From an optimization exercise on the open Yosys and OpenROAD flow, aimed at small area; shortcuts taken in it are not production practice. At most, simulation tests tie the RTL to the original design; equivalence was not proved. Power and IR drop assume default switching activity.

==> v25 <==
## pyro_radio_b
module pyro_radio_b (
    input  wire          clk,
    input  wire          rst,             
    input  wire          frame_valid,
    input  wire [175:0]  frame,
    input  wire [31:0]   now,             
    output reg           st_valid,        
    output reg  [1:0]    st_code,         
    output reg  [43:0]   ch_off,          
    output reg  [47:0]   mouse,           
    output reg  [15:0]   mbtn_raw,        
    output reg  [15:0]   key_raw,
    output reg  [1:0]    sw_stable,       
    output reg  [6:0]    sw_event,        
    output reg  [31:0]   sw_change_time,  
    output wire [65:0]   btn_event,       
    output wire [21:0]   btn_stable,
    output wire [21:0]   btn_pending,
    output wire [175:0]  btn_repeat,      
    output wire [703:0]  btn_hold_time,   
    output reg           online
);
Settings: LEC_CHECK=0, CAP_MARGIN=20, CORE_MARGIN=2, CORE_UTILIZATION=40, SLEW_MARGIN=20; clock period 15.0 ns.
standard.sh (not shown) runs the stock make flow with config.mk's settings and CLKGATE_MAP_FILE= SYNTH_SCRIPT=/design/flow/synth_recipe.tcl, a recipe that flattens the netlist after the stock synthesis.
==> flow/flow/run.sh <==
#!/bin/bash
# Layout flow: the standard ORFS flow (standard.sh), with these changes to
# how the layout is made:
#  - synthesis is the standard flow's synthesis script with another ABC mapping script
#    (flow/synth.tcl, flow/abc_area.script): an area-recovering mapping
#    without ABC's own buffering and upsizing;
#  - the port buffers that global placement inserts are sky130_fd_sc_hd__buf_1;
#  - clock tree synthesis inserts no dummy loads.
# Each tool's full output goes to the ORFS logs under orfs/logs/, and the make
# output to flow_make.log in this folder.
set -euo pipefail
here=$(pwd)
export FLOW_ABC_SCRIPT="$here/flow/abc_area.script"
export BUFFER_PORTS_ARGS="-buffer_cell sky130_fd_sc_hd__buf_1"
export CTS_ARGS="-sink_clustering_enable -repair_clock_nets -dont_use_dummy_load -sink_clustering_size 24 -sink_clustering_max_diameter 120"
bash standard.sh SYNTH_SCRIPT="$here/flow/synth.tcl" finish > flow_make.log 2>&1
==> flow/flow/abc_area.script <==
&get -n
&st
&dch
&nf
&st
&syn2
&synch2
&nf
&st
&dch
&nf -R 1000
&st
&dch -f
&nf -R 1000 -p
&put
topo
stime -c
==> flow/flow/synth.tcl <==
# The standard flow's synthesis script (synth_recipe.tcl), with ORFS's ABC speed script
# replaced by abc_area.script from this folder: the same Yosys flow and the
# same registers, only the gate mapping of the logic differs.
proc synth {args} { yosys synth -nofsm -noshare {*}$args }
proc abc {args} {
  set i [lsearch -exact $args -script]
  if { $i >= 0 } {
    set args [lreplace $args [expr {$i + 1}] [expr {$i + 1}] $::env(FLOW_ABC_SCRIPT)]
  }
  puts "abc with: $args"
  yosys abc {*}$args
}
source $::env(SCRIPTS_DIR)/synth.tcl
# left out here: clear keep_hierarchy, flatten, clean up, hide names made inside functions, write 1_2_yosys.v
==> v5 (differences from v25) <==
==> flow/flow/run.sh (replaced) <==
#!/bin/bash
# Layout flow: the standard ORFS flow (standard.sh), with these changes to
# how the layout is made:
#  - synthesis is the standard flow's synthesis script with another ABC mapping script
#    (flow/synth.tcl, flow/abc_area.script): an area-recovering mapping
#    without ABC's own buffering and upsizing;
#  - the port buffers that global placement inserts are sky130_fd_sc_hd__buf_1;
#  - clock tree synthesis inserts no dummy loads and clusters up to 24
#    flip-flops within 120 um per leaf buffer.
# Each tool's full output goes to the ORFS logs under orfs/logs/, and the make
# output to flow_make.log in this folder.
set -euo pipefail
here=$(pwd)
export FLOW_ABC_SCRIPT="$here/flow/abc_area.script"
export BUFFER_PORTS_ARGS="-buffer_cell sky130_fd_sc_hd__buf_1"
export CTS_ARGS="-sink_clustering_enable -repair_clock_nets -dont_use_dummy_load -sink_clustering_size 24 -sink_clustering_max_diameter 120"
bash standard.sh SYNTH_SCRIPT="$here/flow/synth.tcl" finish > flow_make.log 2>&1
CORE_UTILIZATION = 50   (was 40)
==> v2 (differences from v25) <==
--- a/flow/design.v
+++ b/flow/design.v
@@ -581,97 +581,85 @@
     input  wire [31:0] delta_r,        
     output reg  [2:0]  kind,
     output reg         stable_state,
     output reg         pending,
     output reg  [7:0]  repeat_count,
     output reg  [31:0] hold_time
 );
-    function [4:0] db_back(input integer n);    
+    function [4:0] db_steps(input [4:0] x, input integer n);
         integer i;
         begin
-            db_back = 5'b01111;
-            for (i = 0; i < n; i = i + 1)       
-                db_back = {~(db_back[0] ^ db_back[3]), db_back[4:1]};
+            db_steps = x;
+            for (i = 0; i < n; i = i + 1) db_steps = {db_steps[3:0], db_steps[4] ^ db_steps[2]};
         end
     endfunction
-    function [8:0] pr_back(input integer n);    
+    function [8:0] pr_steps(input [8:0] x, input integer n);
         integer i;
         begin
-            pr_back = 9'b011111111;
-            for (i = 0; i < n; i = i + 1)       
-                pr_back = {~(pr_back[0] ^ pr_back[5]), pr_back[8:1]};
+            pr_steps = x;
+            for (i = 0; i < n; i = i + 1) pr_steps = {pr_steps[7:0], pr_steps[8] ^ pr_steps[4]};
         end
     endfunction
-    localparam [4:0] DB_S = db_back(19);
-    localparam [8:0] PR_P = pr_back(499);
-    localparam [8:0] PR_R = pr_back(299);
+    localparam [4:0] DB_S  = 5'b00001;
+    localparam [4:0] DB_E1 = db_steps(DB_S, 19);
+    localparam [4:0] DB_E  = db_steps(DB_S, 20);
+    localparam [8:0] PR_P  = 9'b000000001;
+    localparam [8:0] PR_R  = pr_steps(PR_P, 200);
+    localparam [8:0] PR_E1 = pr_steps(PR_P, 499);
+    localparam [8:0] PR_E  = pr_steps(PR_P, 500);
     reg  [4:0] db;
     reg  [8:0] pr;
-    wire db_top = &db[3:0];
-    wire pr_top = &pr[7:0];
-    wire [4:0] db_next = {db[3:0], ~(db[4] ^ db[2]) | db_top};
-    wire [8:0] pr_next = {pr[7:0], ~(pr[8] ^ pr[4]) | pr_top};
-    wire db_ok  = db_top & (db[4] | tick);    
-    wire pr_ok  = pr_top & (pr[8] | tick);    
-    wire [8:0] rep_c;
-    wire [7:0] rep_new;
-    wire       rep_all = &repeat_count;
-    assign rep_c[0] = 1'b1;
-    genvar k;
-    generate
-        for (k = 0; k < 8; k = k + 1) begin : g_rep
-            assign rep_c[k + 1] = rep_c[k] & repeat_count[k];
-            if (k == 0)
-                assign rep_new[k] = ~pending | ~repeat_count[0] | rep_all;
-            else
-                assign rep_new[k] = pending & (repeat_count[k] ^ (rep_c[k] & ~rep_all));
-        end
-    endgenerate
+    wire [4:0] db_next = {db[3:0], db[4] ^ db[2]};
+    wire [8:0] pr_next = {pr[7:0], pr[8] ^ pr[4]};
+    wire db_end = (db == DB_E);
+    wire db_ok  = db_end | ((db == DB_E1) & tick);    
+    wire pr_end = (pr == PR_E);
+    wire pr_ok  = pr_end | ((pr == PR_E1) & tick);    
     wire rc      = v ^ raw_state;
     wire accept  = (v ^ stable_state) & ~rc & db_ok;
     wire in_hold = kind[2] & kind[0];
     wire s1 = pending & pr_ok;
     wire s2 = ~s1 & accept & v;
     wire s3 = ~s1 & accept & ~v;
     wire s4 = ~s1 & ~accept & stable_state & in_hold;
     wire s5 = ~s1 & ~accept & stable_state & ~in_hold & pr_ok;
-    wire        upd  = eval & s4;               
-    wire        keep = ~rst & ~(eval & (s2 | s4 | s5));
+    wire        upd  = eval & s4;
+    wire        clr  = rst | (eval & (s2 | s5));
+    wire [31:0] hadd = {32{upd}} & delta_r;
     wire [32:0] hc;
     wire [31:0] hsum;
-    assign hc[0] = tick;
+    assign hc[0] = upd & tick;
     genvar i;
     generate
         for (i = 0; i < 32; i = i + 1) begin : g_add
-            assign hsum[i]   = hold_time[i] ^ delta_r[i] ^ hc[i];
-            assign hc[i + 1] = (hold_time[i] & delta_r[i]) | (hc[i] & (hold_time[i] ^ delta_r[i]));
+            assign hsum[i]   = hold_time[i] ^ hadd[i] ^ hc[i];
+            assign hc[i + 1] = (hold_time[i] & hadd[i]) | (hc[i] & (hold_time[i] ^ hadd[i]));
         end
     endgenerate
-    wire [31:0] hnext = ({32{upd}} & hsum) | ({32{keep}} & hold_time);
     always @(posedge clk) begin
-        hold_time <= hnext;
+        hold_time <= clr ? 32'd0 : hsum;
         if (rst | (eval & rc))
             db <= DB_S;
-        else if (tick)
+        else if (tick & ~db_end)
             db <= db_next;
         if (rst | (eval & s2))
             pr <= PR_P;
         else if (eval & s3)
             pr <= PR_R;
-        else if (tick)
+        else if (tick & ~pr_end)
             pr <= pr_next;
         if (rst) begin
             stable_state <= 1'b0;
             kind         <= 3'd0;
             pending      <= 1'b0;
             repeat_count <= 8'd0;
         end else if (eval) begin
             if (s2) begin
                 stable_state <= 1'b1;
-                repeat_count <= rep_new;
+                repeat_count <= pending ? ((&repeat_count) ? 8'd255 : repeat_count + 8'd1) : 8'd1;
             end
             if (s3)
                 stable_state <= 1'b0;
             if (s1 | s2)
                 pending <= 1'b0;
             else if (s3)
                 pending <= ~in_hold;
@@ -714,43 +702,40 @@
     wire [7:0]  mb0  = frame[8*16 +: 8];
     wire [7:0]  mb1  = frame[8*17 +: 8];
     wire [15:0] keys = frame[8*18 +: 16];
     wire range_ok = (ch0 >= 11'd364) && (ch0 <= 11'd1684) &&
                     (ch1 >= 11'd364) && (ch1 <= 11'd1684) &&
                     (ch2 >= 11'd364) && (ch2 <= 11'd1684) &&
                     (ch3 >= 11'd364) && (ch3 <= 11'd1684);
-    wire commit = frame_valid && crc_ok && range_ok && !rst;
+    wire commit = frame_valid && crc_ok && range_ok;
     reg         now0_q;
-    reg  [31:0] delta_n;                     
-    wire [31:0] delta_r = ~delta_n;
+    reg  [31:0] delta_r;
     wire        tick = now[0] ^ now0_q;
     always @(posedge clk) begin
         now0_q <= now[0];
         if (rst)
-            delta_n <= ~now;                 
+            delta_r <= now;                  
         else if (commit)
-            delta_n <= 32'hFFFFFFFF;         
+            delta_r <= 32'd0;                
         else
-            delta_n <= delta_n - {31'd0, tick};
+            delta_r <= delta_r + {31'd0, tick};
     end
     always @(posedge clk) begin
+        st_code <= !crc_ok ? 2'd1 : !range_ok ? 2'd2 : 2'd0;
         if (rst) begin
             st_valid       <= 1'b0;
-            st_code        <= 2'd0;
             ch_off         <= 44'd0;
             mouse          <= 48'd0;
             mbtn_raw       <= 16'd0;
             key_raw        <= 16'd0;
             sw_stable      <= 2'd0;
             sw_event       <= 7'd0;
             sw_change_time <= 32'd0;
         end else begin
             st_valid <= frame_valid;
-            if (frame_valid)
-                st_code <= !crc_ok ? 2'd1 : !range_ok ? 2'd2 : 2'd0;
             if (commit) begin
                 ch_off   <= {ch3 ^ 11'h400, ch2 ^ 11'h400, ch1 ^ 11'h400, ch0 ^ 11'h400};
                 mouse    <= frame[8*10 +: 48];
                 mbtn_raw <= {mb1, mb0};
                 key_raw  <= keys;
                 if (gear != sw_stable) begin
                     sw_event       <= {3'd1, sw_stable, gear};
==> flow/run.sh (new file) <==
#!/bin/bash
# synth_recipe.tcl (not shown) runs the flow's synth.tcl, then flattens the netlist and writes it again
# the make line also repeats each setting of config.mk as NAME=value (left out here)
make -C /OpenROAD-flow-scripts/flow DESIGN_CONFIG=/design/flow/config.mk WORK_HOME=/design/flow/orfs CLKGATE_MAP_FILE= SYNTH_SCRIPT=/design/flow/synth_recipe.tcl finish
removed: flow/flow/run.sh
removed: flow/flow/abc_area.script
removed: flow/flow/synth.tcl
removed: flow/standard.sh
==> v8 (differences from v25) <==
--- a/flow/design.v
+++ b/flow/design.v
@@ -608,28 +608,14 @@
     reg  [8:0] pr;
     wire db_top = &db[3:0];
     wire pr_top = &pr[7:0];
     wire [4:0] db_next = {db[3:0], ~(db[4] ^ db[2]) | db_top};
     wire [8:0] pr_next = {pr[7:0], ~(pr[8] ^ pr[4]) | pr_top};
     wire db_ok  = db_top & (db[4] | tick);    
     wire pr_ok  = pr_top & (pr[8] | tick);    
-    wire [8:0] rep_c;
-    wire [7:0] rep_new;
-    wire       rep_all = &repeat_count;
-    assign rep_c[0] = 1'b1;
-    genvar k;
-    generate
-        for (k = 0; k < 8; k = k + 1) begin : g_rep
-            assign rep_c[k + 1] = rep_c[k] & repeat_count[k];
-            if (k == 0)
-                assign rep_new[k] = ~pending | ~repeat_count[0] | rep_all;
-            else
-                assign rep_new[k] = pending & (repeat_count[k] ^ (rep_c[k] & ~rep_all));
-        end
-    endgenerate
     wire rc      = v ^ raw_state;
     wire accept  = (v ^ stable_state) & ~rc & db_ok;
     wire in_hold = kind[2] & kind[0];
     wire s1 = pending & pr_ok;
     wire s2 = ~s1 & accept & v;
     wire s3 = ~s1 & accept & ~v;
     wire s4 = ~s1 & ~accept & stable_state & in_hold;
@@ -663,15 +649,15 @@
             stable_state <= 1'b0;
             kind         <= 3'd0;
             pending      <= 1'b0;
             repeat_count <= 8'd0;
         end else if (eval) begin
             if (s2) begin
                 stable_state <= 1'b1;
-                repeat_count <= rep_new;
+                repeat_count <= pending ? ((&repeat_count) ? 8'd255 : repeat_count + 8'd1) : 8'd1;
             end
             if (s3)
                 stable_state <= 1'b0;
             if (s1 | s2)
                 pending <= 1'b0;
             else if (s3)
                 pending <= ~in_hold;
@@ -729,28 +715,26 @@
             delta_n <= ~now;                 
         else if (commit)
             delta_n <= 32'hFFFFFFFF;         
         else
             delta_n <= delta_n - {31'd0, tick};
     end
     always @(posedge clk) begin
+        st_code <= !crc_ok ? 2'd1 : !range_ok ? 2'd2 : 2'd0;
         if (rst) begin
             st_valid       <= 1'b0;
-            st_code        <= 2'd0;
             ch_off         <= 44'd0;
             mouse          <= 48'd0;
             mbtn_raw       <= 16'd0;
             key_raw        <= 16'd0;
             sw_stable      <= 2'd0;
             sw_event       <= 7'd0;
             sw_change_time <= 32'd0;
         end else begin
             st_valid <= frame_valid;
-            if (frame_valid)
-                st_code <= !crc_ok ? 2'd1 : !range_ok ? 2'd2 : 2'd0;
             if (commit) begin
                 ch_off   <= {ch3 ^ 11'h400, ch2 ^ 11'h400, ch1 ^ 11'h400, ch0 ^ 11'h400};
                 mouse    <= frame[8*10 +: 48];
                 mbtn_raw <= {mb1, mb0};
                 key_raw  <= keys;
                 if (gear != sw_stable) begin
                     sw_event       <= {3'd1, sw_stable, gear};
==> flow/flow/run.sh (replaced) <==
#!/bin/bash
# Layout flow: the standard ORFS flow (standard.sh, with the standard
# synthesis unchanged), with these changes to how the layout is made:
#  - the port buffers that global placement inserts are sky130_fd_sc_hd__buf_1
#    instead of the cell buffer_ports would pick by itself;
#  - clock tree synthesis inserts no dummy loads.
# Each tool's full output goes to the ORFS logs under orfs/logs/, and the make
# output to flow_make.log in this folder.
set -euo pipefail
export BUFFER_PORTS_ARGS="-buffer_cell sky130_fd_sc_hd__buf_1"
export CTS_ARGS="-sink_clustering_enable -repair_clock_nets -dont_use_dummy_load"
bash standard.sh > flow_make.log 2>&1
removed: flow/flow/abc_area.script
removed: flow/flow/synth.tcl
==> out/metrics.yaml <==
run_status:
  status: "failed layout checks"
  layout.failed_checks: "setup timing"
clock_tree:
  post_cts.repair.setup_buffers: 67
routing:
  vias: 70228
sta:
  whs_ns: 0.448
  fin_ws_ns: -1.82
  report.final.setup_viol: 131
finish:
  count_of_clock_net_buffers_in_the_final_layout: 271
global_route:
  gr-usage-all-layers_pct: 33.9
critical_path:
  r2r_setup_slack_ns: 1.05
# the run above: v2

==> out/metrics.yaml <==
run_status:
  status: "complete, no violations"
sta:
  pins_over_their_slew_limit: 0
  report.final.setup_viol: 0
clock_tree:
  post_cts.repair.setup_buffers: 2
global_route:
  gr-usage-all-layers_pct: 40.5
finish:
  count_of_clock_net_buffers_in_the_final_layout: 72
pwr:
  power_density_nw_per_um2: 103
routing:
  vias: 61093
# the run above: v5

==> out/metrics.yaml <==
sta:
  report.final.setup_viol: 0
  fin_ws_ns: 0.207
global_route:
  gr-usage-all-layers_pct: 33.2
critical_path:
  r2r_setup_slack_ns: 2.31
clock_tree:
  post_cts.repair.setup_buffers: 0
run_status:
  status: "complete, no violations"
# the run above: v8

==> out/metrics.yaml <==
run_status:
  status: "complete, no violations"
global_route:
  gr-usage-all-layers_pct: 32.7
  global_route.peak_usage_layer: "met2"
clock_tree:
  tritoncts: "yes"
  post_cts.repair.setup_buffers: 5
sta:
  whs_ns: 0.445
  fin_ws_ns: 0.244
routing:
  vias: 61065
placed_design:
  place_hpwl_mm: 239
finish:
  count_of_clock_net_buffers_in_the_final_layout: 75
# the run above: v25

For v2, only the layout was checked, not whether the RTL still works.

==> separate check: timing with driven ports <==
How much do the figures lean on ideal ports? The routed layouts below were timed once more, with nothing changed but the port constraints. Step 1 assumes that a clkbuf_16 drives the clock port and a buf_2 every other input. Step 2 times the ports against the registers' clock, not the clock port: input delays grow and output delays shrink by t, the midpoint of the rising clock arrivals with the driver on. a / b / c = ideal / step 1 / step 2; a / b = the first two.
run	shift t [ns]	setup WS [ns]	worst data-port slew with drivers (ns)
v25	0.798	0.244 / 0.287 / -0.511	0.18
v5	0.780	0.210 / 0.278 / -0.502	0.19
v2	0.899	-1.815 / -1.805 / -2.704	0.33
v8	0.888	0.207 / 0.287 / -0.601	0.28
Met with ideal ports but missed after step 2: setup timing in v25, v5 and v8. The setup slack of v2, which loses most, moves by +0.010 ns with the drivers and by -0.889 ns with both steps.
